Context: an optimization exercise on an open-source flow, tuned for small area, a short achievable clock period and few clock cycles. The choices shown serve that exercise and are no tape-out recipe.
In this exercise RTL edits were held to simulation tests only and were not proved equivalent to the original.
Power and IR drop assume default switching activity.

==> run a: inputs <==
// rce_codec
module rce_codec (
    input  wire        clk,
    input  wire        rst,         
    input  wire        start,
    input  wire [31:0] cmd,
    input  wire [4:0]  ilen,
    input  wire        ib_we,
    input  wire [3:0]  ib_addr,
    input  wire [7:0]  ib_wdata,
    input  wire [6:0]  ob_addr,
    output wire [7:0]  ob_rdata,
    output wire        busy,
    output reg         done,
    output reg  [2:0]  err,
    output reg  [7:0]  olen,
    output reg  [7:0]  errchar,
    output reg  [3:0]  errpos
);
    localparam [2:0] ERR_OK      = 3'd0;
    localparam [2:0] ERR_BASE    = 3'd1;
    localparam [2:0] ERR_CHAR    = 3'd2;
    localparam [2:0] ERR_ILLEGAL = 3'd4;
    localparam [2:0] S_IDLE = 3'd0;
    localparam [2:0] S_FIN  = 3'd1;    
    localparam [2:0] S_DIV  = 3'd2;    
    localparam [2:0] S_P2   = 3'd3;    
    localparam [2:0] S_ZER  = 3'd4;    
    localparam [2:0] S_FLU  = 3'd5;    
    localparam [2:0] S_PRE  = 3'd6;    
    localparam [1:0] M_BYTE = 2'd0;
    localparam [1:0] M_NIB  = 2'd1;
    localparam [1:0] M_TWO  = 2'd2;
    localparam [1:0] M_ONE  = 2'd3;
    function [7:0] sym_for;
        input [6:0] d;
        begin
            if (d < 7'd10)       sym_for = 8'h30 + {1'b0, d};
            else if (d < 7'd36)  sym_for = 8'h61 + {1'b0, d} - 8'd10;
            else if (d < 7'd62)  sym_for = 8'h41 + {1'b0, d} - 8'd36;
            else if (d < 7'd77)  sym_for = 8'h21 + {1'b0, d} - 8'd62;
            else if (d < 7'd84)  sym_for = 8'h3A + {1'b0, d} - 8'd77;
            else if (d < 7'd90)  sym_for = 8'h5B + {1'b0, d} - 8'd84;
            else                 sym_for = 8'h7B + {1'b0, d} - 8'd90;
        end
    endfunction
    function [7:0] dig_for;
  ...
Settings: LEC_CHECK=0, CAP_MARGIN=20, CORE_MARGIN=2, CORE_UTILIZATION=55, CTS_BUF_LIST=sky130_fd_sc_hd__clkbuf_4 sky130_fd_sc_hd__clkbuf_8, PLACE_DENSITY=0.7, SETUP_SLACK_MARGIN=4.5, SLEW_MARGIN=20; clock period 12.0 ns.
run.sh (not shown) runs the stock make flow with config.mk's settings and CLKGATE_MAP_FILE= SYNTH_SCRIPT=/design/flow/synth_recipe.tcl, a recipe that flattens the netlist after the stock synthesis.
==> run b: changes against run a <==
--- a/flow/design.v
+++ b/flow/design.v
@@ -291,14 +291,15 @@
     reg         is_dec;
     reg [6:0]   bse;
     reg [8:0]   bse3;        
     reg [1:0]   mode;
     reg [2:0]   pw;          
     reg [4:0]   n;           
     reg [4:0]   zleft;       
+    reg [7:0]   cnt;         
     reg         p1;          
     reg [7:0]   r    [0:NS-1];   
     reg         allz [0:NS-1];   
     reg         pv   [1:NS-1];
     reg [6:0]   pq   [1:NS-1];
     reg [4:0]   pe   [1:NS-1];
     reg         pl   [1:NS-1];   
@@ -310,36 +311,37 @@
     reg         last_r;      
     reg  [6:0]  ev;          
     reg         ev_bad;      
     reg         em_v;        
     reg  [NS-1:0] em_s;      
     reg         fr   [0:NS-1];   
     reg [4:0]   fin_f;       
+    reg [4:0]   nrem;
+    reg [4:0]   bidx;
     reg [13:0]  bb;
-    reg [7:0]   pb;          
-    reg         pbv;         
-    wire [4:0]  bidx = e_r;      
-    wire [4:0]  nrem = fnew;     
-    wire [3:0]  bc   = fin_f[3:0];   
+    reg [3:0]   bc;
     assign busy = (state != S_IDLE);
     wire [7:0] rd_byte = {ob_addr[4] ? 1'b0 : st7[ob_addr[3:0]], st[ob_addr[4:0]]};
     wire [1:0] rd_f    = ob_addr[6:5];
     wire [7:0] rd_hlo  = hex_sym(rd_byte[3:0]);
     wire [7:0] rd_hhi  = hex_sym(rd_byte[7:4]);
-    wire       sl_byte = (mode == M_BYTE);
-    wire       sl_nlo  = (mode == M_NIB) && !rd_f[0];
-    wire       sl_nhi  = (mode == M_NIB) && rd_f[0];
-    wire [3:0] sl_two  = {4{mode == M_TWO}} & (4'b0001 << rd_f);
-    wire [3:0] sl_one  = {4{mode == M_ONE}} & (4'b0001 << rd_f);
-    wire [1:0] rd_two  = ({2{sl_two[0]}} & rd_byte[1:0]) | ({2{sl_two[1]}} & rd_byte[3:2]) |
-                         ({2{sl_two[2]}} & rd_byte[5:4]) | ({2{sl_two[3]}} & rd_byte[7:6]) |
-                         {1'b0, |(sl_one & rd_byte[3:0])};
-    wire       sl_fld  = (mode == M_TWO) || (mode == M_ONE);
-    assign ob_rdata = ({8{sl_byte}} & rd_byte) | ({8{sl_nlo}} & rd_hlo) | ({8{sl_nhi}} & rd_hhi) |
-                      {2'b00, sl_fld, sl_fld, 2'b00, rd_two};
+    wire [1:0] rd_two  = rd_f[1] ? (rd_f[0] ? rd_byte[7:6] : rd_byte[5:4])
+                                 : (rd_f[0] ? rd_byte[3:2] : rd_byte[1:0]);
+    wire       rd_one  = rd_f[1] ? (rd_f[0] ? rd_byte[3] : rd_byte[2])
+                                 : (rd_f[0] ? rd_byte[1] : rd_byte[0]);
+    reg  [7:0] rd_out;
+    always @(*) begin
+        case (mode)
+            M_BYTE:  rd_out = rd_byte;
+            M_NIB:   rd_out = rd_f[0] ? rd_hhi : rd_hlo;
+            M_TWO:   rd_out = {6'b001100, rd_two};
+            default: rd_out = {7'b0011000, rd_one};
+        endcase
+    end
+    assign ob_rdata = rd_out;
     wire [3:0]  c_opc  = cmd[31:28];
     wire [15:0] c_base = cmd[15:0];
     wire        c_ill  = (cmd[27:16] != 12'd0) || (c_opc > 4'd2) ||
                          (c_opc == 4'd0 && c_base != 16'd0);
     wire        c_nop  = (c_opc == 4'd0);
     wire        c_badb = (c_base < 16'd2) || (c_base > 16'd94);
     wire        c_dec  = (c_opc == 4'd2);
@@ -373,14 +375,15 @@
     wire        in_div = (state == S_DIV);
     wire        l_run  = in_div && pv[NS-1];             
     wire        l_end  = l_run && pl[NS-1];              
     wire        s0_go   = in_div && go_r;
     wire [4:0]  s0_e    = e_r;
     wire        s0_last = last_r;
     wire        bad_c   = s0_go && (ev_bad || (is_dec && p1 && (ev >= bse)));
+    wire [7:0]  e_ib    = ibuf[e_r[3:0]];
     reg         sv   [0:NS-1];    
     reg  [6:0]  sin  [0:NS-1];    
     reg  [4:0]  se   [0:NS-1];
     reg         sl   [0:NS-1];
     reg         sdz  [0:NS-1];    
     reg  [6:0]  sq   [0:NS-1];
     reg  [7:0]  srn  [0:NS-1];
@@ -426,26 +429,25 @@
     wire [5:0]  ln      = is_dec ? {1'b0, n} : {n, 1'b0};    
     wire        last_n  = ({1'b0, e_n} == ln - 6'd1);
     wire        p1_n    = (state == S_PRE) || ((s0_go && s0_last) ? 1'b0 : p1);
     wire [4:0]  fnew_n  = (l_run && !pl[NS-1] && allz[NS-1]) ?
                           (lq_z ? pe[NS-1] + 5'd1 : pe[NS-1]) : fnew;
     wire        frdy_n  = go_n ? 1'b0 : (l_end ? 1'b1 : fin_rdy);
     wire [4:0]  finf_n  = l_end ? l_ff : fin_f;
-    wire [3:0]  f_byte = (state == S_P2) ? ((pbv && p_ld) ? bidx[3:0] - 4'd1 : bidx[3:0]) :
-                         is_dec ? e_n[3:0] : e_n[4:1];
+    wire [3:0]  f_byte = is_dec ? e_n[3:0] : e_n[4:1];
     wire [7:0]  f_ib   = ibuf[f_byte];
     wire [7:0]  f_ac   = acc[f_byte];
     wire [7:0]  f_raw  = p1_n ? f_ib : f_ac;
     wire [3:0]  f_nib  = e_n[0] ? f_raw[3:0] : f_raw[7:4];
     wire [7:0]  f_dg   = dig_for(f_ib);
     wire [6:0]  f_dig  = p1_n ? f_dg[6:0] : f_ac[6:0];
     wire [6:0]  ev_n   = is_dec ? f_dig : {3'd0, f_nib};
     wire        evb_n  = is_dec && p1_n && f_dg[7];
     wire        p_ld  = (bc < {1'b0, pw}) && (nrem != 5'd0);
-    wire [7:0]  p_byt = pb;
+    wire [7:0]  p_byt = ibuf[bidx[3:0]];
     wire [13:0] p_bbx = p_ld ? (bb | ({6'd0, p_byt} << bc)) : bb;
     wire [3:0]  p_bcx = p_ld ? bc + 4'd8 : bc;
     wire [4:0]  p_nr  = p_ld ? nrem - 5'd1 : nrem;
     reg  [6:0]  p_dig;
     always @(*) begin
         case (pw)
             3'd1: p_dig = {6'd0, p_bbx[0]};
@@ -467,15 +469,15 @@
         ins_d = 8'd0;
         case (state)
             S_DIV, S_FLU: begin
                 ins   = em_v;
                 ins_d = em_d;
             end
             S_P2: begin
-                ins   = pbv;
+                ins   = 1'b1;
                 ins_d = {1'b0, p_dig};
             end
             S_ZER: begin
                 ins   = 1'b1;
                 ins_d = 8'd0;
             end
             default: ;
@@ -555,15 +557,15 @@
                 pq[u] <= sq[u-1];
                 pe[u] <= se[u-1];
                 pl[u] <= sl[u-1];
                 pz[u] <= allz[u-1] && (sq[u-1] == 7'd0);
             end
         end
     end
-    wire [7:0] cnt_n = olen + {7'd0, ins};
+    wire [7:0] cnt_n = cnt + {7'd0, ins};
     always @(posedge clk) begin
         if (rst) begin
             state   <= S_IDLE;
             done    <= 1'b0;
             err     <= ERR_OK;
             olen    <= 8'd0;
             errchar <= 8'd0;
@@ -576,15 +578,17 @@
                     is_dec  <= c_dec;
                     bse     <= c_b;
                     bse3    <= {2'b00, c_b} + {1'b0, c_b, 1'b0};
                     n       <= ilen;
                     go_r    <= 1'b0;
                     em_v    <= 1'b0;
                     fin_rdy <= 1'b0;
+                    cnt     <= 8'd0;
                     bb      <= 14'd0;
+                    bc      <= 4'd0;
                     if (c_ill) begin
                         err     <= ERR_ILLEGAL;
                         errchar <= 8'd0;
                         errpos  <= 4'd0;
                         state   <= S_FIN;
                     end else if (c_nop) begin
                         err     <= ERR_OK;
@@ -609,88 +613,80 @@
                 end
             end
             S_FIN: begin
                 done  <= 1'b1;
                 state <= S_IDLE;
             end
             S_PRE: begin
-                pbv     <= 1'b0;
                 zleft   <= c_z;
-                fnew    <= n - c_z;
-                fin_f   <= 5'd0;
+                nrem    <= n - c_z;
+                bidx    <= n - 5'd1;
                 p1      <= 1'b1;
                 go_r    <= 1'b1;
-                e_r     <= (!is_dec && pw != 3'd0) ? n - 5'd1 : e_n;
+                e_r     <= e_n;
                 last_r  <= last_n;
                 ev      <= ev_n;
                 ev_bad  <= evb_n;
-                if (c_z != n && (is_dec || pw == 3'd0))
-                    errchar <= f_ib;
                 if (c_z == n)
                     state <= (c_z == 5'd0) ? S_FIN : S_ZER;
                 else if (!is_dec && pw != 3'd0)
                     state <= S_P2;
                 else
                     state <= S_DIV;
             end
             S_DIV: begin
-                olen    <= cnt_n;
+                cnt     <= cnt_n;
                 em_v    <= |emit;
                 em_s    <= emit;
                 fnew    <= fnew_n;
                 fin_rdy <= frdy_n;
                 fin_f   <= finf_n;
                 go_r    <= go_n;
                 e_r     <= e_n;
                 last_r  <= last_n;
                 ev      <= ev_n;
                 ev_bad  <= evb_n;
                 p1      <= p1_n;
-                if (!bad_c) errchar <= f_ib;
                 if (bad_c) begin
                     err     <= ERR_CHAR;
+                    errchar <= e_ib;
                     errpos  <= s0_e[3:0];
                     olen    <= 8'd0;
                     done    <= 1'b1;
                     state   <= S_IDLE;
                 end else if (s_end0) begin
                     state <= S_FLU;
                 end
             end
             S_FLU: begin
-                olen    <= cnt_n;
-                errchar <= 8'd0;
+                cnt <= cnt_n;
                 if (zleft == 5'd0) begin
                     olen  <= cnt_n;
                     done  <= 1'b1;
                     state <= S_IDLE;
                 end else
                     state <= S_ZER;
             end
             S_P2: begin
-                pb   <= f_ib;
-                pbv  <= 1'b1;
-                if (pbv) begin
-                olen <= cnt_n;
-                bb    <= p_bbn;
-                fin_f <= {1'b0, p_bcn};
-                fnew  <= p_nr;
-                if (p_ld) e_r <= e_r - 5'd1;
+                cnt  <= cnt_n;
+                bb   <= p_bbn;
+                bc   <= p_bcn;
+                nrem <= p_nr;
+                if (p_ld) bidx <= bidx - 5'd1;
                 if (!p_more) begin
                     if (zleft == 5'd0) begin
                         olen  <= cnt_n;
                         done  <= 1'b1;
                         state <= S_IDLE;
                     end else
                         state <= S_ZER;
                 end
-                end
             end
             S_ZER: begin
-                olen  <= cnt_n;
+                cnt   <= cnt_n;
                 zleft <= zleft - 5'd1;
                 if (zleft == 5'd1) begin
                     olen  <= cnt_n;
                     done  <= 1'b1;
                     state <= S_IDLE;
                 end
             end
SETUP_SLACK_MARGIN = 5   (was 4.5)
==> comparison <==
- Against run b, the worst hold slack of run a is lower by 0.025 ns.
- Against run a, the register-to-register slack of run b is higher by 0.46 ns.
- Between run a and run b, the lower power is in run a (gap 14%, measured against run b).
- Of run b and run a, run b has the higher clock-buffer cell count (gap 6).
- In run a the first-iteration DRC count is smaller than in run b, by about 22%.
Testbench counts of run a, summed over its fixed seeds: cycles 17,230.
Testbench counts of run b, summed over its fixed seeds: cycles 17,176.

-- port drivers added, routing unchanged --
The flow's constraints put no driver on any port. The routed layouts listed below were extracted and timed again, unchanged, in two steps.
Step 1 (the two cells are an assumption about what drives the block):
set clk [get_ports {clk}]
set_driving_cell -lib_cell sky130_fd_sc_hd__clkbuf_16 $clk
set_driving_cell -lib_cell sky130_fd_sc_hd__buf_2 [delete_from_list [all_inputs] $clk]
Step 2, shift: input delay + t, output delay - t, t = (earliest + latest rising clock arrival at the registers) / 2. This alone moves slack from input paths to output paths.
a / b / c = ideal ports / drivers / drivers and shift; a / b = the first two.
run	shift t [ns]	setup slack, ns	worst setup path after step 2	worst slew at a driven data input, ns
run a	0.789	4.287 / 4.198 / 4.198	input to output	0.15
run b	0.841	4.149 / 4.099 / 4.099	input to output	0.08
After both steps every run listed still meets setup and hold. The setup slack of run a, which loses most, moves by -0.089 ns with the drivers and by -0.089 ns with both steps.
